Background: an optimization exercise with open tools, aiming at small area. Do not read the settings as production practice.
Only simulation tests tie the RTL to the original design; equivalence was not proved.
Power is estimated from default activity; no workload was simulated.

### flow/run.sh
#!/bin/bash
# synth_recipe.tcl (not shown) runs the flow's synth.tcl, then flattens the netlist and writes it again
# the make line also repeats each setting of config.mk as NAME=value (left out here)
make -C /OpenROAD-flow-scripts/flow DESIGN_CONFIG=/design/flow/config.mk WORK_HOME=/design/flow/orfs CLKGATE_MAP_FILE= SYNTH_SCRIPT=/design/flow/synth_recipe.tcl finish
### flow/config.mk
export PLATFORM = sky130hd
export DESIGN_NAME = pse_synth
export DESIGN_NICKNAME = pse_synth
export VERILOG_FILES = /design/flow/design.v
export SDC_FILE = /design/flow/constraint.sdc
export NUM_CORES = 4
export LEC_CHECK = 0
export CAP_MARGIN = 20
export CORE_MARGIN = 2
export CORE_UTILIZATION = 30
export SLEW_MARGIN = 20
### flow/constraint.sdc
create_clock -name core_clock -period 14.0 [get_ports {clk}]
set_input_delay 2.8000 -clock core_clock [delete_from_list [all_inputs] [get_ports {clk}]]
set_output_delay 2.8000 -clock core_clock [all_outputs]
set_load 0.01 [all_outputs]
### flow/design.v
module pse_sine_rom (
    input  wire [7:0] addr,
    output reg  [7:0] data
);
    always @(*) begin
        case (addr)
            8'd0: data = 8'd128;
            8'd1: data = 8'd131;
            8'd2: data = 8'd134;
            8'd3: data = 8'd137;
            8'd4: data = 8'd140;
            8'd5: data = 8'd144;
            8'd6: data = 8'd147;
            8'd7: data = 8'd150;
            8'd8: data = 8'd153;
            8'd9: data = 8'd156;
            8'd10: data = 8'd159;
            8'd11: data = 8'd162;
            8'd12: data = 8'd165;
            8'd13: data = 8'd168;
            8'd14: data = 8'd171;
            8'd15: data = 8'd174;
            8'd16: data = 8'd177;
            8'd17: data = 8'd179;
            8'd18: data = 8'd182;
            8'd19: data = 8'd185;
            8'd20: data = 8'd188;
            8'd21: data = 8'd191;
            8'd22: data = 8'd193;
            8'd23: data = 8'd196;
            8'd24: data = 8'd199;
            8'd25: data = 8'd201;
            8'd26: data = 8'd204;
            8'd27: data = 8'd206;
            8'd28: data = 8'd209;
            8'd29: data = 8'd211;
            8'd30: data = 8'd213;
            8'd31: data = 8'd216;
            8'd32: data = 8'd218;
            8'd33: data = 8'd220;
            8'd34: data = 8'd222;
            8'd35: data = 8'd224;
            8'd36: data = 8'd226;
            8'd37: data = 8'd228;
            8'd38: data = 8'd230;
            8'd39: data = 8'd232;
            8'd40: data = 8'd234;
            8'd41: data = 8'd235;
            8'd42: data = 8'd237;
            8'd43: data = 8'd239;
            8'd44: data = 8'd240;
            8'd45: data = 8'd241;
            8'd46: data = 8'd243;
            8'd47: data = 8'd244;
            8'd48: data = 8'd245;
            8'd49: data = 8'd246;
            8'd50: data = 8'd248;
            8'd51: data = 8'd249;
            8'd52: data = 8'd250;
            8'd53: data = 8'd250;
            8'd54: data = 8'd251;
            8'd55: data = 8'd252;
            8'd56: data = 8'd253;
            8'd57: data = 8'd253;
            8'd58: data = 8'd254;
            8'd59: data = 8'd254;
            8'd60: data = 8'd254;
            8'd61: data = 8'd255;
            8'd62: data = 8'd255;
            8'd63: data = 8'd255;
            8'd64: data = 8'd255;
            8'd65: data = 8'd255;
            8'd66: data = 8'd255;
            8'd67: data = 8'd255;
            8'd68: data = 8'd254;
            8'd69: data = 8'd254;
            8'd70: data = 8'd254;
            8'd71: data = 8'd253;
            8'd72: data = 8'd253;
            8'd73: data = 8'd252;
            8'd74: data = 8'd251;
            8'd75: data = 8'd250;
            8'd76: data = 8'd250;
            8'd77: data = 8'd249;
            8'd78: data = 8'd248;
            8'd79: data = 8'd246;
            8'd80: data = 8'd245;
            8'd81: data = 8'd244;
            8'd82: data = 8'd243;
            8'd83: data = 8'd241;
            8'd84: data = 8'd240;
            8'd85: data = 8'd239;
            8'd86: data = 8'd237;
            8'd87: data = 8'd235;
            8'd88: data = 8'd234;
            8'd89: data = 8'd232;
            8'd90: data = 8'd230;
            8'd91: data = 8'd228;
            8'd92: data = 8'd226;
            8'd93: data = 8'd224;
            8'd94: data = 8'd222;
            8'd95: data = 8'd220;
            8'd96: data = 8'd218;
            8'd97: data = 8'd216;
            8'd98: data = 8'd213;
            8'd99: data = 8'd211;
            8'd100: data = 8'd209;
            8'd101: data = 8'd206;
            8'd102: data = 8'd204;
            8'd103: data = 8'd201;
            8'd104: data = 8'd199;
            8'd105: data = 8'd196;
            8'd106: data = 8'd193;
            8'd107: data = 8'd191;
            8'd108: data = 8'd188;
            8'd109: data = 8'd185;
            8'd110: data = 8'd182;
            8'd111: data = 8'd179;
            8'd112: data = 8'd177;
            8'd113: data = 8'd174;
            8'd114: data = 8'd171;
            8'd115: data = 8'd168;
            8'd116: data = 8'd165;
            8'd117: data = 8'd162;
            8'd118: data = 8'd159;
            8'd119: data = 8'd156;
            8'd120: data = 8'd153;
            8'd121: data = 8'd150;
            8'd122: data = 8'd147;
            8'd123: data = 8'd144;
            8'd124: data = 8'd140;
            8'd125: data = 8'd137;
            8'd126: data = 8'd134;
            8'd127: data = 8'd131;
            8'd128: data = 8'd128;
            8'd129: data = 8'd125;
            8'd130: data = 8'd122;
            8'd131: data = 8'd119;
            8'd132: data = 8'd116;
            8'd133: data = 8'd112;
            8'd134: data = 8'd109;
            8'd135: data = 8'd106;
            8'd136: data = 8'd103;
            8'd137: data = 8'd100;
            8'd138: data = 8'd97;
            8'd139: data = 8'd94;
            8'd140: data = 8'd91;
            8'd141: data = 8'd88;
            8'd142: data = 8'd85;
            8'd143: data = 8'd82;
            8'd144: data = 8'd79;
            8'd145: data = 8'd77;
            8'd146: data = 8'd74;
            8'd147: data = 8'd71;
            8'd148: data = 8'd68;
            8'd149: data = 8'd65;
            8'd150: data = 8'd63;
            8'd151: data = 8'd60;
            8'd152: data = 8'd57;
            8'd153: data = 8'd55;
            8'd154: data = 8'd52;
            8'd155: data = 8'd50;
            8'd156: data = 8'd47;
            8'd157: data = 8'd45;
            8'd158: data = 8'd43;
            8'd159: data = 8'd40;
            8'd160: data = 8'd38;
            8'd161: data = 8'd36;
            8'd162: data = 8'd34;
            8'd163: data = 8'd32;
            8'd164: data = 8'd30;
            8'd165: data = 8'd28;
            8'd166: data = 8'd26;
            8'd167: data = 8'd24;
            8'd168: data = 8'd22;
            8'd169: data = 8'd21;
            8'd170: data = 8'd19;
            8'd171: data = 8'd17;
            8'd172: data = 8'd16;
            8'd173: data = 8'd15;
            8'd174: data = 8'd13;
            8'd175: data = 8'd12;
            8'd176: data = 8'd11;
            8'd177: data = 8'd10;
            8'd178: data = 8'd8;
            8'd179: data = 8'd7;
            8'd180: data = 8'd6;
            8'd181: data = 8'd6;
            8'd182: data = 8'd5;
            8'd183: data = 8'd4;
            8'd184: data = 8'd3;
            8'd185: data = 8'd3;
            8'd186: data = 8'd2;
            8'd187: data = 8'd2;
            8'd188: data = 8'd2;
            8'd189: data = 8'd1;
            8'd190: data = 8'd1;
            8'd191: data = 8'd1;
            8'd192: data = 8'd1;
            8'd193: data = 8'd1;
            8'd194: data = 8'd1;
            8'd195: data = 8'd1;
            8'd196: data = 8'd2;
            8'd197: data = 8'd2;
            8'd198: data = 8'd2;
            8'd199: data = 8'd3;
            8'd200: data = 8'd3;
            8'd201: data = 8'd4;
            8'd202: data = 8'd5;
            8'd203: data = 8'd6;
            8'd204: data = 8'd6;
            8'd205: data = 8'd7;
            8'd206: data = 8'd8;
            8'd207: data = 8'd10;
            8'd208: data = 8'd11;
            8'd209: data = 8'd12;
            8'd210: data = 8'd13;
            8'd211: data = 8'd15;
            8'd212: data = 8'd16;
            8'd213: data = 8'd17;
            8'd214: data = 8'd19;
            8'd215: data = 8'd21;
            8'd216: data = 8'd22;
            8'd217: data = 8'd24;
            8'd218: data = 8'd26;
            8'd219: data = 8'd28;
            8'd220: data = 8'd30;
            8'd221: data = 8'd32;
            8'd222: data = 8'd34;
            8'd223: data = 8'd36;
            8'd224: data = 8'd38;
            8'd225: data = 8'd40;
            8'd226: data = 8'd43;
            8'd227: data = 8'd45;
            8'd228: data = 8'd47;
            8'd229: data = 8'd50;
            8'd230: data = 8'd52;
            8'd231: data = 8'd55;
            8'd232: data = 8'd57;
            8'd233: data = 8'd60;
            8'd234: data = 8'd63;
            8'd235: data = 8'd65;
            8'd236: data = 8'd68;
            8'd237: data = 8'd71;
            8'd238: data = 8'd74;
            8'd239: data = 8'd77;
            8'd240: data = 8'd79;
            8'd241: data = 8'd82;
            8'd242: data = 8'd85;
            8'd243: data = 8'd88;
            8'd244: data = 8'd91;
            8'd245: data = 8'd94;
            8'd246: data = 8'd97;
            8'd247: data = 8'd100;
            8'd248: data = 8'd103;
            8'd249: data = 8'd106;
            8'd250: data = 8'd109;
            8'd251: data = 8'd112;
            8'd252: data = 8'd116;
            8'd253: data = 8'd119;
            8'd254: data = 8'd122;
            8'd255: data = 8'd125;
            default: data = 8'd128;
        endcase
    end
endmodule
module pse_divider (
    input  wire [9:0] rem,
    input  wire       bit_in,
    output wire       q,
    output wire [9:0] rem_next
);
    wire [10:0] t    = {rem, bit_in};
    wire [11:0] diff = {1'b0, t} - 12'd750;
    assign q        = ~diff[11];
    assign rem_next = q ? diff[9:0] : t[9:0];
endmodule
module pse_sample_path (
    input  wire        clk,
    input  wire        rst,
    input  wire        strobe,
    input  wire        outen,
    input  wire [30:0] inc,
    input  wire [2:0]  kind,
    input  wire [16:0] duty,
    input  wire [16:0] level,
    output reg  [31:0] phase,
    output reg  [7:0]  last_sample
);
    wire [15:0] idx = phase[31:16];
    wire [7:0] sine_byte;
    pse_sine_rom u_rom (.addr(idx[15:8]), .data(sine_byte));
    reg [7:0] raw;
    always @(*) begin
        case (kind)
            3'd0:    raw = ({1'b0, idx} < duty) ? 8'd255 : 8'd0;           
            3'd1:    raw = idx[15] ? (8'd255 - idx[14:7]) : idx[14:7];     
            3'd2:    raw = idx[15:8];                                      
            3'd3:    raw = sine_byte;                                      
            default: raw = 8'd128;                                         
        endcase
    end
    wire [25:0] scaled = raw * level;
    wire [24:0] offset = (25'd65536 - {8'd0, level}) << 7;
    wire [26:0] mixed  = scaled + offset + 27'd32768;
    always @(posedge clk) begin
        if (rst) begin
            phase       <= 32'd0;
            last_sample <= 8'd128;
        end else if (strobe) begin
            if (outen) begin
                phase       <= phase + {1'b0, inc};
                last_sample <= mixed[23:16];
            end else begin
                last_sample <= 8'd128;
            end
        end
    end
endmodule
module pse_synth #(
    parameter integer SAMPLE_RATE_HZ = 48000,
    parameter integer GROUP_DEPTH    = 8
) (
    input  wire        clk,
    input  wire        rst,
    input  wire        cmd_valid,
    output wire        cmd_ready,
    input  wire [63:0] cmd_data,
    input  wire        strobe,
    output wire [7:0]  sample_out,
    output wire        rsp_valid,
    output wire [31:0] rsp_data
);
    localparam [3:0] OP_NOP        = 4'd0;
    localparam [3:0] OP_SET_FREQ   = 4'd1;
    localparam [3:0] OP_SET_DUTY   = 4'd2;
    localparam [3:0] OP_SET_KIND   = 4'd3;
    localparam [3:0] OP_SET_OUTEN  = 4'd4;
    localparam [3:0] OP_SET_ATTACK = 4'd5;
    localparam [3:0] OP_SET_DECAY  = 4'd6;
    localparam [3:0] OP_SET_SUST   = 4'd7;
    localparam [3:0] OP_SET_REL    = 4'd8;
    localparam [3:0] OP_NOTE_ON    = 4'd9;
    localparam [3:0] OP_NOTE_OFF   = 4'd10;
    localparam [3:0] OP_ENV_UPDATE = 4'd11;
    localparam [3:0] OP_READ       = 4'd12;
    localparam [3:0] OP_CLR_STATUS = 4'd13;
    localparam [3:0] OP_BAD        = 4'd14;
    localparam [2:0] ST_IDLE    = 3'd0;
    localparam [2:0] ST_ATTACK  = 3'd1;
    localparam [2:0] ST_DECAY   = 3'd2;
    localparam [2:0] ST_SUSTAIN = 3'd3;
    localparam [2:0] ST_RELEASE = 3'd4;
    localparam [2:0] S_CLR    = 3'd0;    
    localparam [2:0] S_IDLE   = 3'd1;    
    localparam [2:0] S_WAIT   = 3'd2;    
    localparam [2:0] S_RUN    = 3'd3;    
    localparam [2:0] S_DRAIN  = 3'd4;    
    localparam [2:0] S_COMMIT = 3'd5;    
    localparam [2:0] E_SUM  = 3'd0;      
    localparam [2:0] E_CMP  = 3'd1;      
    localparam [2:0] E_ZERO = 3'd2;      
    localparam [2:0] E_MUL  = 3'd3;      
    localparam [2:0] E_DIV  = 3'd4;      
    localparam [2:0] E_FIN  = 3'd5;      
    localparam [16:0] ONE = 17'd65536;
    reg  [5:0] bc;
    reg  [2:0] slot;
    wire       bc0  = (bc == 6'd0);
    wire       bc32 = (bc == 6'd32);
    always @(posedge clk) begin
        if (rst) begin
            bc   <= 6'd0;
            slot <= 3'd0;
        end else begin
            bc <= bc32 ? 6'd0 : bc + 6'd1;
            if (bc32)
                slot <= slot + 3'd1;
        end
    end
    reg  [2:0]  state;
    reg  [3:0]  opr;           
    reg  [3:0]  selr;          
    reg  [31:0] immr;          
    reg  [3:0]  pend_cnt;
    reg         closed;        
    reg         ovf_u;         
    reg         clr_seen;      
    reg  [16:0] level;
    reg  [2:0]  stage;
    reg  [2:0]  kind;
    reg         outen;
    reg  [16:0] duty;
    reg  [30:0] incw;
    reg  [16:0] sustain;
    reg  [1:0]  status;
    reg  [32:0] el_r, at_r, dc_r, rl_r;
    reg  [16:0] s_level;
    reg  [2:0]  s_kind;
    reg         s_outen;
    reg  [16:0] s_duty;
    reg  [30:0] s_inc;
    reg  [33:0] z;
    reg  [15:0] lo;
    reg  [9:0]  fr;
    reg  [2:0]  eph;
    reg  [3:0]  pcnt;
    reg         cy, bw, nz, tnz, enz, sat, m_r, dlt, first_div;
    reg  [263:0] rr;
    reg  [2:0]   hp, wp;
    reg  [3:0]   rc;
    reg          rd_act, dly;
    wire [31:0] phase;
    wire [7:0]  last_sample;
    assign cmd_ready  = (state == S_IDLE);
    assign sample_out = last_sample;
    pse_sample_path u_sample (
        .clk         (clk),
        .rst         (rst),
        .strobe      (strobe),
        .outen       (s_outen),
        .inc         (s_inc),
        .kind        (s_kind),
        .duty        (s_duty),
        .level       (s_level),
        .phase       (phase),
        .last_sample (last_sample)
    );
    wire [7:0]  op8   = cmd_data[63:56];
    wire        g_bit = cmd_data[55];
    wire [7:0]  sel8  = cmd_data[39:32];
    wire [31:0] imm   = cmd_data[31:0];
    wire [3:0]  opc   = (op8 > 8'd13) ? OP_BAD : op8[3:0];
    wire [3:0]  sel4  = (sel8 > 8'd13) ? 4'd15 : sel8[3:0];
    wire        acc   = (state == S_IDLE) && cmd_valid;
    wire        closing = !g_bit || pend_cnt[3];
    wire [16:0] imm_cl  = (imm > {15'd0, ONE}) ? ONE : imm[16:0];
    wire        need_exec = (opc == OP_SET_FREQ && imm != 32'd0) ||
                            opc == OP_SET_ATTACK || opc == OP_SET_DECAY ||
                            opc == OP_SET_REL || opc == OP_NOTE_ON ||
                            (opc == OP_NOTE_OFF && stage != ST_IDLE) ||
                            opc == OP_ENV_UPDATE || opc == OP_READ;
    wire run = (state == S_RUN);
    wire is_env  = (opr == OP_ENV_UPDATE);
    wire is_freq = (opr == OP_SET_FREQ);
    wire [5:0] idx  = is_freq ? (6'd20 - bc) : bc;
    wire       ibit = idx[5] ? 1'b0 : immr[idx[4:0]];
    wire st_a = (stage == ST_ATTACK);
    wire st_d = (stage == ST_DECAY);
    wire st_r = (stage == ST_RELEASE);
    wire el_t = el_r[0];
    wire t_t  = st_a ? at_r[0] : st_d ? dc_r[0] : rl_r[0];
    wire no_mul = st_a || (st_d && sustain == 17'd0) || (st_r && sustain[16]);
    wire cin_add = bc0 ? 1'b0 : cy;
    wire sum1    = el_t ^ ibit ^ cin_add;
    wire cy1     = (el_t & ibit) | (cin_add & (el_t ^ ibit));
    wire e_b   = (el_t | sat) & !bc32;
    wire bwin  = bc0 ? 1'b0 : bw;
    wire dbit  = t_t ^ e_b ^ bwin;
    wire bw2   = (~t_t & e_b) | (~(t_t ^ e_b) & bwin);
    wire ge    = bw | !nz;          
    wire xr    = t_t ^ el_t ^ bwin;                  
    wire bwx   = (~t_t & el_t) | (~(t_t ^ el_t) & bwin);
    wire xm    = (st_r ? xr : el_t) & !bc32;
    wire m_e   = bc0 ? lo[0] : m_r;
    wire a_mul = bc32 ? 1'b0 : z[2];
    wire pm    = m_e & xm;
    wire s_mul = a_mul ^ pm ^ cin_add;
    wire c_mul = (a_mul & pm) | (cin_add & (a_mul ^ pm));
    wire a_div = bc0 ? lo[15] : (first_div ? z[1] : z[0]);
    wire d_add = dlt ? t_t : ~t_t;
    wire cin_d = bc0 ? ~dlt : cy;
    wire r_div = a_div ^ d_add ^ cin_d;
    wire c_div = (a_div & d_add) | (cin_d & (a_div ^ d_add));
    wire [16:0] negv = {1'b0, ~lo} + 17'd1;          
    wire f_lo = (immr < 32'd1310720);
    wire f_hi = (immr > 32'd1310720000);
    wire f_c375 = (bc == 6'd22) || (bc == 6'd24) || (bc == 6'd25) || (bc == 6'd26) ||
                  (bc == 6'd28) || (bc == 6'd29) || (bc == 6'd30);
    wire f_fc   = f_lo ? (bc == 6'd0 || bc == 6'd2) : f_hi ? 1'b0 : ibit;
    wire f_bit  = (bc > 6'd20) ? f_c375 : f_fc;
    wire [9:0] fr_init = f_lo ? 10'd0 : f_hi ? 10'd625 : immr[30:21];
    wire       f_q;
    wire [9:0] fr_next;
    pse_divider u_fdiv (.rem(fr), .bit_in(f_bit), .q(f_q), .rem_next(fr_next));
    reg vbit;
    always @(*) begin
        case (selr)
            4'd0:  vbit = ({16'd0, level}   >> bc) & 1'b1;
            4'd1:  vbit = ({30'd0, stage}   >> bc) & 1'b1;
            4'd2:  vbit = ({30'd0, kind}    >> bc) & 1'b1;
            4'd3:  vbit = bc0 & outen;
            4'd4:  vbit = ({16'd0, duty}    >> bc) & 1'b1;
            4'd5:  vbit = ({2'd0, incw}     >> bc) & 1'b1;
            4'd6:  vbit = (bc == 6'd2);
            4'd7:  vbit = el_r[0];
            4'd8:  vbit = at_r[0];
            4'd9:  vbit = dc_r[0];
            4'd10: vbit = ({16'd0, sustain} >> bc) & 1'b1;
            4'd11: vbit = rl_r[0];
            4'd12: vbit = (bc == 6'd3);
            4'd13: vbit = ({31'd0, status}  >> bc) & 1'b1;
            default: vbit = 1'b0;
        endcase
    end
    wire spbit = (selr == 4'd6) || (selr == 4'd12) ||
                 (selr == 4'd13 && !closed && !clr_seen);
    reg el_we, el_wd, at_we, dc_we, rl_we, rg_wd;
    reg z_in;
    always @(*) begin
        el_we = 1'b0; el_wd = 1'b0;
        at_we = 1'b0; dc_we = 1'b0; rl_we = 1'b0; rg_wd = 1'b0;
        z_in  = 1'b0;
        if (state == S_CLR) begin
            el_we = 1'b1; at_we = 1'b1; dc_we = 1'b1; rl_we = 1'b1;
        end else if (run) begin
            rg_wd = ibit;
            case (opr)
                OP_SET_ATTACK: at_we = 1'b1;
                OP_SET_DECAY:  dc_we = 1'b1;
                OP_SET_REL:    rl_we = 1'b1;
                OP_NOTE_ON, OP_NOTE_OFF: el_we = 1'b1;
                OP_ENV_UPDATE: begin
                    case (eph)
                        E_SUM: begin
                            el_we = 1'b1; el_wd = sum1 & !bc32;
                        end
                        E_CMP: begin
                            el_we = 1'b1; el_wd = e_b;
                            z_in  = no_mul & (st_r ? (dbit & !bc32) : e_b);
                        end
                        E_ZERO: el_we = 1'b1;
                        E_MUL:  z_in = s_mul;
                        E_DIV:  z_in = r_div;
                        default: ;
                    endcase
                end
                default: ;
            endcase
        end
    end
    always @(posedge clk) begin
        el_r <= {el_we ? el_wd : el_r[0], el_r[32:1]};
        at_r <= {at_we ? rg_wd : at_r[0], at_r[32:1]};
        dc_r <= {dc_we ? rg_wd : dc_r[0], dc_r[32:1]};
        rl_r <= {rl_we ? rg_wd : rl_r[0], rl_r[32:1]};
        z    <= {z_in, z[33:1]};
        rr   <= {rd_act ? (bc0 ? spbit : dly) : rr[0], rr[263:1]};
        dly  <= vbit;
    end
    wire [32:0] win = rr[263:231];
    wire        w_sp = win[0];
    wire [31:0] w_pay = win[32:1];
    wire        emit = closed && (rc != 4'd0) && bc0 && (slot == hp + 3'd1);
    assign rsp_valid = emit;
    wire w_p = w_pay[2];
    wire w_l = w_pay[3];
    wire w_s = !w_p && !w_l;
    wire [31:0] sp_val = ({32{w_p}} & phase) |
                         ({32{w_l}} & {24'd0, last_sample}) |
                         ({32{w_s}} & {30'd0, w_pay[1] | ovf_u, w_pay[0]});
    assign rsp_data = w_sp ? sp_val : w_pay;
    always @(posedge clk) begin
        if (rst) begin
            state    <= S_CLR;
            opr      <= OP_NOP;
            pend_cnt <= 4'd0;
            closed   <= 1'b0;
            ovf_u    <= 1'b0;
            clr_seen <= 1'b0;
            hp       <= 3'd0;
            wp       <= 3'd0;
            rc       <= 4'd0;
            rd_act   <= 1'b0;
            level    <= 17'd0;
            stage    <= ST_IDLE;
            kind     <= 3'd0;
            outen    <= 1'b0;
            duty     <= 17'd32768;
            incw     <= 31'd0;
            sustain  <= ONE;
            status   <= 2'b00;
            s_outen  <= 1'b0;
        end else begin
            if (emit) begin
                hp <= hp + 3'd1;
                rc <= rc - 4'd1;
            end
            if (rd_act && bc32)
                rd_act <= 1'b0;
            case (state)
                S_CLR:
                    if (bc32) state <= S_IDLE;
                S_IDLE:
                    if (cmd_valid) begin
                        opr  <= opc;
                        selr <= sel4;
                        immr <= imm;
                        if (closing) begin
                            pend_cnt <= 4'd0;
                            closed   <= 1'b1;
                        end else
                            pend_cnt <= pend_cnt + 4'd1;
                        if (closing && g_bit)
                            ovf_u <= 1'b1;
                        case (opc)
                            OP_CLR_STATUS: begin
                                status   <= 2'b00;
                                clr_seen <= 1'b1;
                            end
                            OP_BAD:
                                status <= {status[1] | (closing && g_bit && !clr_seen), 1'b1};
                            OP_READ:
                                status <= {status[1] | (closing && g_bit && !clr_seen),
                                           status[0] | (sel4 == 4'd15)};
                            default:
                                status <= {status[1] | (closing && g_bit && !clr_seen), status[0]};
                        endcase
                        case (opc)
                            OP_SET_FREQ:  if (imm == 32'd0) incw <= 31'd0;
                            OP_SET_DUTY:  duty    <= imm_cl;
                            OP_SET_KIND:  kind    <= imm[2:0];
                            OP_SET_OUTEN: outen   <= imm[0];
                            OP_SET_SUST:  sustain <= imm_cl;
                            OP_NOTE_ON:   stage   <= ST_ATTACK;
                            OP_NOTE_OFF:  if (stage != ST_IDLE) stage <= ST_RELEASE;
                            default: ;
                        endcase
                        if (need_exec)
                            state <= S_WAIT;
                        else if (closing)
                            state <= S_DRAIN;
                    end
                S_WAIT:
                    if (bc32) begin
                        if (opr == OP_READ) begin
                            if (rc == 4'd0) begin
                                hp     <= slot + 3'd1;
                                wp     <= slot + 3'd2;
                                rc     <= 4'd1;
                                rd_act <= 1'b1;
                                state  <= S_RUN;
                            end else if (slot + 3'd1 == wp && !rc[3]) begin
                                wp     <= wp + 3'd1;
                                rc     <= rc + 4'd1;
                                rd_act <= 1'b1;
                                state  <= S_RUN;
                            end
                        end else begin
                            state <= S_RUN;
                            eph   <= E_SUM;
                            pcnt  <= 4'd0;
                            fr    <= fr_init;
                        end
                    end
                S_RUN: begin
                    case (opr)
                        OP_READ: begin
                            if (!closed && bc == 6'd30)
                                state <= S_IDLE;
                            else if (bc32)
                                state <= closed ? S_DRAIN : S_IDLE;
                        end
                        OP_SET_FREQ: begin
                            fr   <= fr_next;
                            incw <= {incw[29:0], f_q};
                            if (bc == 6'd30)
                                state <= closed ? S_DRAIN : S_IDLE;
                        end
                        OP_ENV_UPDATE: begin
                            cy <= cin_add;
                            case (eph)
                                E_SUM: begin
                                    cy <= cy1;
                                    if (bc0)
                                        lo <= sustain[15:0];
                                    else if (bc == 6'd1 && st_d)
                                        lo <= negv[15:0];
                                    if (bc32) begin
                                        sat <= cy;
                                        eph <= E_CMP;
                                    end
                                end
                                E_CMP: begin
                                    bw  <= bw2;
                                    nz  <= (bc0 ? 1'b0 : nz) | (dbit & !bc32);
                                    tnz <= (bc0 ? 1'b0 : tnz) | t_t;
                                    enz <= (bc0 ? 1'b0 : enz) | e_b;
                                    if (bc32) begin
                                        if (!(st_a || st_d || st_r)) begin
                                            level <= (stage == ST_SUSTAIN) ? sustain : 17'd0;
                                            state <= closed ? S_DRAIN : S_IDLE;
                                        end else if (!tnz || ge) begin
                                            level <= st_a ? ONE : st_d ? sustain : 17'd0;
                                            stage <= st_a ? ST_DECAY : st_d ? ST_SUSTAIN : ST_IDLE;
                                            eph   <= E_ZERO;
                                        end else if (st_r && !enz) begin
                                            level <= sustain;
                                            state <= closed ? S_DRAIN : S_IDLE;
                                        end else if (no_mul) begin
                                            lo        <= 16'd0;
                                            eph       <= E_DIV;
                                            dlt       <= 1'b0;
                                            first_div <= 1'b0;
                                        end else begin
                                            eph <= E_MUL;
                                        end
                                    end
                                end
                                E_ZERO:
                                    if (bc32)
                                        state <= closed ? S_DRAIN : S_IDLE;
                                E_MUL: begin
                                    cy <= c_mul;
                                    bw <= bwx;
                                    if (bc0) begin
                                        lo  <= {s_mul, lo[15:1]};
                                        m_r <= lo[0];
                                    end
                                    if (bc32) begin
                                        pcnt <= pcnt + 4'd1;
                                        if (pcnt == 4'd15) begin
                                            eph       <= E_DIV;
                                            dlt       <= 1'b0;
                                            first_div <= 1'b1;
                                        end
                                    end
                                end
                                E_DIV: begin
                                    cy <= c_div;
                                    if (bc32) begin
                                        lo        <= {lo[14:0], ~r_div};
                                        dlt       <= r_div;
                                        first_div <= 1'b0;
                                        pcnt      <= pcnt + 4'd1;
                                        if (pcnt == 4'd15)
                                            eph <= E_FIN;
                                    end
                                end
                                default: begin   
                                    level <= st_d ? negv : {1'b0, lo};
                                    state <= closed ? S_DRAIN : S_IDLE;
                                end
                            endcase
                        end
                        default:   
                            if (bc32)
                                state <= closed ? S_DRAIN : S_IDLE;
                    endcase
                end
                S_DRAIN:
                    if (rc == 4'd0 && !emit)
                        state <= S_COMMIT;
                default: begin   
                    s_level  <= level;
                    s_kind   <= kind;
                    s_outen  <= outen;
                    s_duty   <= duty;
                    s_inc    <= incw;
                    closed   <= 1'b0;
                    ovf_u    <= 1'b0;
                    clr_seen <= 1'b0;
                    state    <= S_IDLE;
                end
            endcase
        end
    end
endmodule
==> results.txt <==
power by group:
part           switching (W)  leakage (nW)  internal, W
Clock               0.000849          1.24      0.00117
Combinational      0.0000844          7.18    0.0000539
Sequential         0.0000100          6.20      0.00221
Total               0.000944          14.6      0.00343
worst min-delay path by stage:
stage / start / endpoint / depth (start not counted)
after floorplan: at_r[1]$_DFF_P_ / at_r[0]$_DFF_P_ / 0
after global placement: at_r[3]$_DFF_P_ / at_r[2]$_DFF_P_ / 0
after detailed placement: el_r[26]$_DFF_P_ / el_r[25]$_DFF_P_ / 0
after CTS: at_r[6]$_DFF_P_ / at_r[5]$_DFF_P_ / 0
after global routing: at_r[23]$_DFF_P_ / at_r[22]$_DFF_P_ / 0
final: at_r[6]$_DFF_P_ / at_r[5]$_DFF_P_ / 0
layout make-up:
| cell class | count | area (µm²) |
|---|---|---|
| Clock buffer | 100 | 2150 |
| Sequential cell | 751 | 16500 |
| Fill cell | 11228 | 72400 |
| Multi-Input combinational cell | 2260 | 15600 |
| Clock inverter | 33 | 358 |
| Inverter | 198 | 743 |
| Tap cell | 1488 | 1860 |
| Timing Repair Buffer | 128 | 1200 |
per-stage QoR:
step	worst slack, ns	instances	total power (W)	util
6_report	6.08	4958	0.00437	0.347
5_1_grt	5.46	4958	0.00453	0.347
4_1_cts	6.07	4958	0.00443	0.347
3_5_place_dp	6.12	4825	0.00240	0.324
3_3_place_gp	6.17	4824	0.00240	0.324
2_1_floorplan	6.88	3388	0.00235	-
cell usage in the layout (no fill, tap or decap), types with 16 or more instances in the layout:
cell             instances
dfxtp_1                604
nand2_1                307
nor2_1                 304
a21oi_1                242
inv_1                  192
o21ai_0                149
edfxtp_1               146
nand3_1                128
ha_1                   128
fa_1                   110
clkdlybuf4s50_1         93
nor3_1                  82
clkbuf_16               78
xnor2_1                 66
nand2b_1                56
a211oi_1                56
xor2_1                  50
a22oi_1                 40
a31oi_1                 34
nor4_1                  34
buf_4                   33
or3_1                   30
nor2b_1                 27
and2_1                  26
o211ai_1                25
mux2i_1                 25
a221oi_1                23
and3_1                  22
a21o_1                  21
o22ai_1                 21
o31ai_1                 17
nand4_1                 16
cells by family after synthesis:
family,after synthesis,synth area share
flip-flops,751,0.492
buffers and inverters,377,0.0441
XOR/XNOR,116,0.0303
adder cells (fa/ha/maj),239,0.114
AND/OR/NAND/NOR,1091,0.153
AO/OA/AOI/OAI,759,0.145
multiplexers,55,0.0223
metal layers:
layer,up-vias,part of all wire
met2,779,0.43
met3,161,0.061
met1,11892,0.48
met4,0,0.027
met5,-,0
li1,11953,-
flip-flops by register name, summed over array words and instances (netlist names), 31 cells and up, named ones only:
register        count
rr                264
z                  34
at_r               33
dc_r               33
el_r               33
rl_r               33
immr               32
u_sample.phase     32
incw               31
s_inc              31
critical path: cells and delay by family (launching register included):
family	cells	cell delay, ns
AO/OA/AOI/OAI	14	3.26
adder cells (fa/ha/maj)	7	3.12
AND/OR/NAND/NOR	5	0.54
flip-flops	1	0.45
buffers and inverters	5	0.25
XOR/XNOR	1	0.09
==> impl_metrics.ini <==
[outcome]
run_status = no timing/DRC/antenna violations

[floorplanning]
floorplan.core_area_mm2 = 0.111
die_width_um = 338
fp-row-count = 122
floorplan.die_area_mm2 = 0.114
number_of_placed_i_o_pins = 110
die_h_um = 338
initial_utilization = 0.303

[global_route]
grt.met2_usage = 0.224
grt_met3_use = 0.0238
vias_in_the_first_global_route = 23614
grt_use_total = 0.148
overflow = 0
antenna_found_initial = 1
wire_length_of_the_first_global_routing_pass_um = 137000
grt_start_max_net_pins = 81
groute.layer.met1.usage = 0.215
global_route.peak_usage_layer = met2

[timing]
final_period_minus_worst_setup_slack_ns = 7.92
drv_slew = 0
achievable-frequency_mhz = 126
timing_hold_violations_final = 0
finalSetupTns_ns = 0
unrepaired_setup_endpoints_after_global_routing = false
report.final.setup_viol = 0
hold_slack_ns = 0.317
timing.max_slew.rel_slack = 0.220
finalClockSkew_ns = 0.0225
worst_slew_pin_tran_ns = 1.16
final_min_period_over_clock_period = 0.566

[final_layout]
drive_above_1_share = 0.0674
areaGrowthSynthToFinish_pct = 14.6
num_antenna_cells = 0
layout.cell_area.non_filler_mm2 = 0.0384
finalNetCount = 3720

[clock_network]
clock_tree.root_cell = clkbuf_16
worst_skew_pair.late_latency_ns = 0.63
cts-htree-levels = 3
cts-resized-gates = 0
cts_tree = done
cts_setup_buffers = 0
cts.clk_slew.worst_paths_ns = 0.07
clock_path_buffers = 3
cts_buffers = 75
tritoncts_num_sinks = 751
post_cts_hold_buffer_count = 0

[setup_path]
regToRegStartpoint = u_sample.phase[17]$_SDFFE_PP0P_
ff2ff_setup_slack_ns = 6.08
worst-setup-path-type = flip-flop to flip-flop
worst-endpoint-required_ns = 14.48
cp-endpoint = u_sample.last_sample[6]$_SDFFE_PP0P_
crit_path_max_fanout = 10
worst_setup_path_startpoint = u_sample.phase[17]$_SDFFE_PP0P_
worst_ep_arrival_time_ns = 8.39
worst-r2r-cell-count = 32
worstReg2RegEnd = u_sample.last_sample[6]$_SDFFE_PP0P_
cpMaxStageDelayCell = fa_1
max_stage_delay_ns = 0.53
cp_capture_type = flip-flop
startpoint_type = flip-flop

[logic_synthesis]
synth_area_mm2 = 0.0335
yosysSeqAreaShare = 0.492
synthDominantAreaCellType = dfxtp_1
synthCells = 3388
ys_seq_elements = 751
mappedNetlistNets = 3694
yosys_warnings = 3
post-synth-top-count-cell = dfxtp_1
synth_edf_count = 146
yosys-top-cells-area = dfxtp_1 (36%), edfxtp_1 (13%), fa_1 (6.6%)
yosysTopAreaCellShare = 0.361
syn_area_per_cell_um2 = 9.90
ys_types = 91
synth_top_flop_cell = dfxtp_1
synth_commonest_cells = dfxtp_1 (605), nand2_1 (307), nor2_1 (307)
synthArstFlopShare = 0

[detailed_routing]
detail_route.iter0.violations = 2422
detailedRoute.firstPassIterationCount = 6
detail_route.vias_per_cell = 5.00
via_count = 24785
drt-wirelength-per-cell_um = 17.4
remaining_drc_errors = 0
postRouteWirelength_um = 86300
route.antenna.remaining_nets = 0

[pwr]
leakage_nw = 14.6
power-per-cell-area_mw_per_mm2 = 114
worst_ir_drop_vdd_v = 0.000107

[placed_design]
postPlaceCellArea_mm2 = 0.0359
port_buffers = 94
routabilityCongestion = 0.900
dp_hpwl_um = 60800

[job]
max-cap-violations = 0

[hold_path]
worstHoldPathType = flip-flop to flip-flop

[separate check: timing with driven ports]
How much do the figures lean on ideal ports? The routed layout below was timed once more, with nothing changed but the port constraints.
Step 1: set_driving_cell puts a clkbuf_16 on clk and a buf_2 on each other input, an assumption about the parent block.
Step 2 times the ports against the registers' clock, not the clock port: input delays grow and output delays shrink by t, the midpoint of the rising clock arrivals with the driver on.
a / b / c = no drivers / after step 1 / after step 2; a / b = the first two.
t (ns): 0.692
slack for setup (ns): 6.082 / 6.081 / 6.081
latest minus earliest clock arrival (ns): 0.027 / 0.027
After both steps setup and hold are still met in this run. For this run, drivers alone change the setup slack by -0.001 ns; drivers and shift together by -0.001 ns.
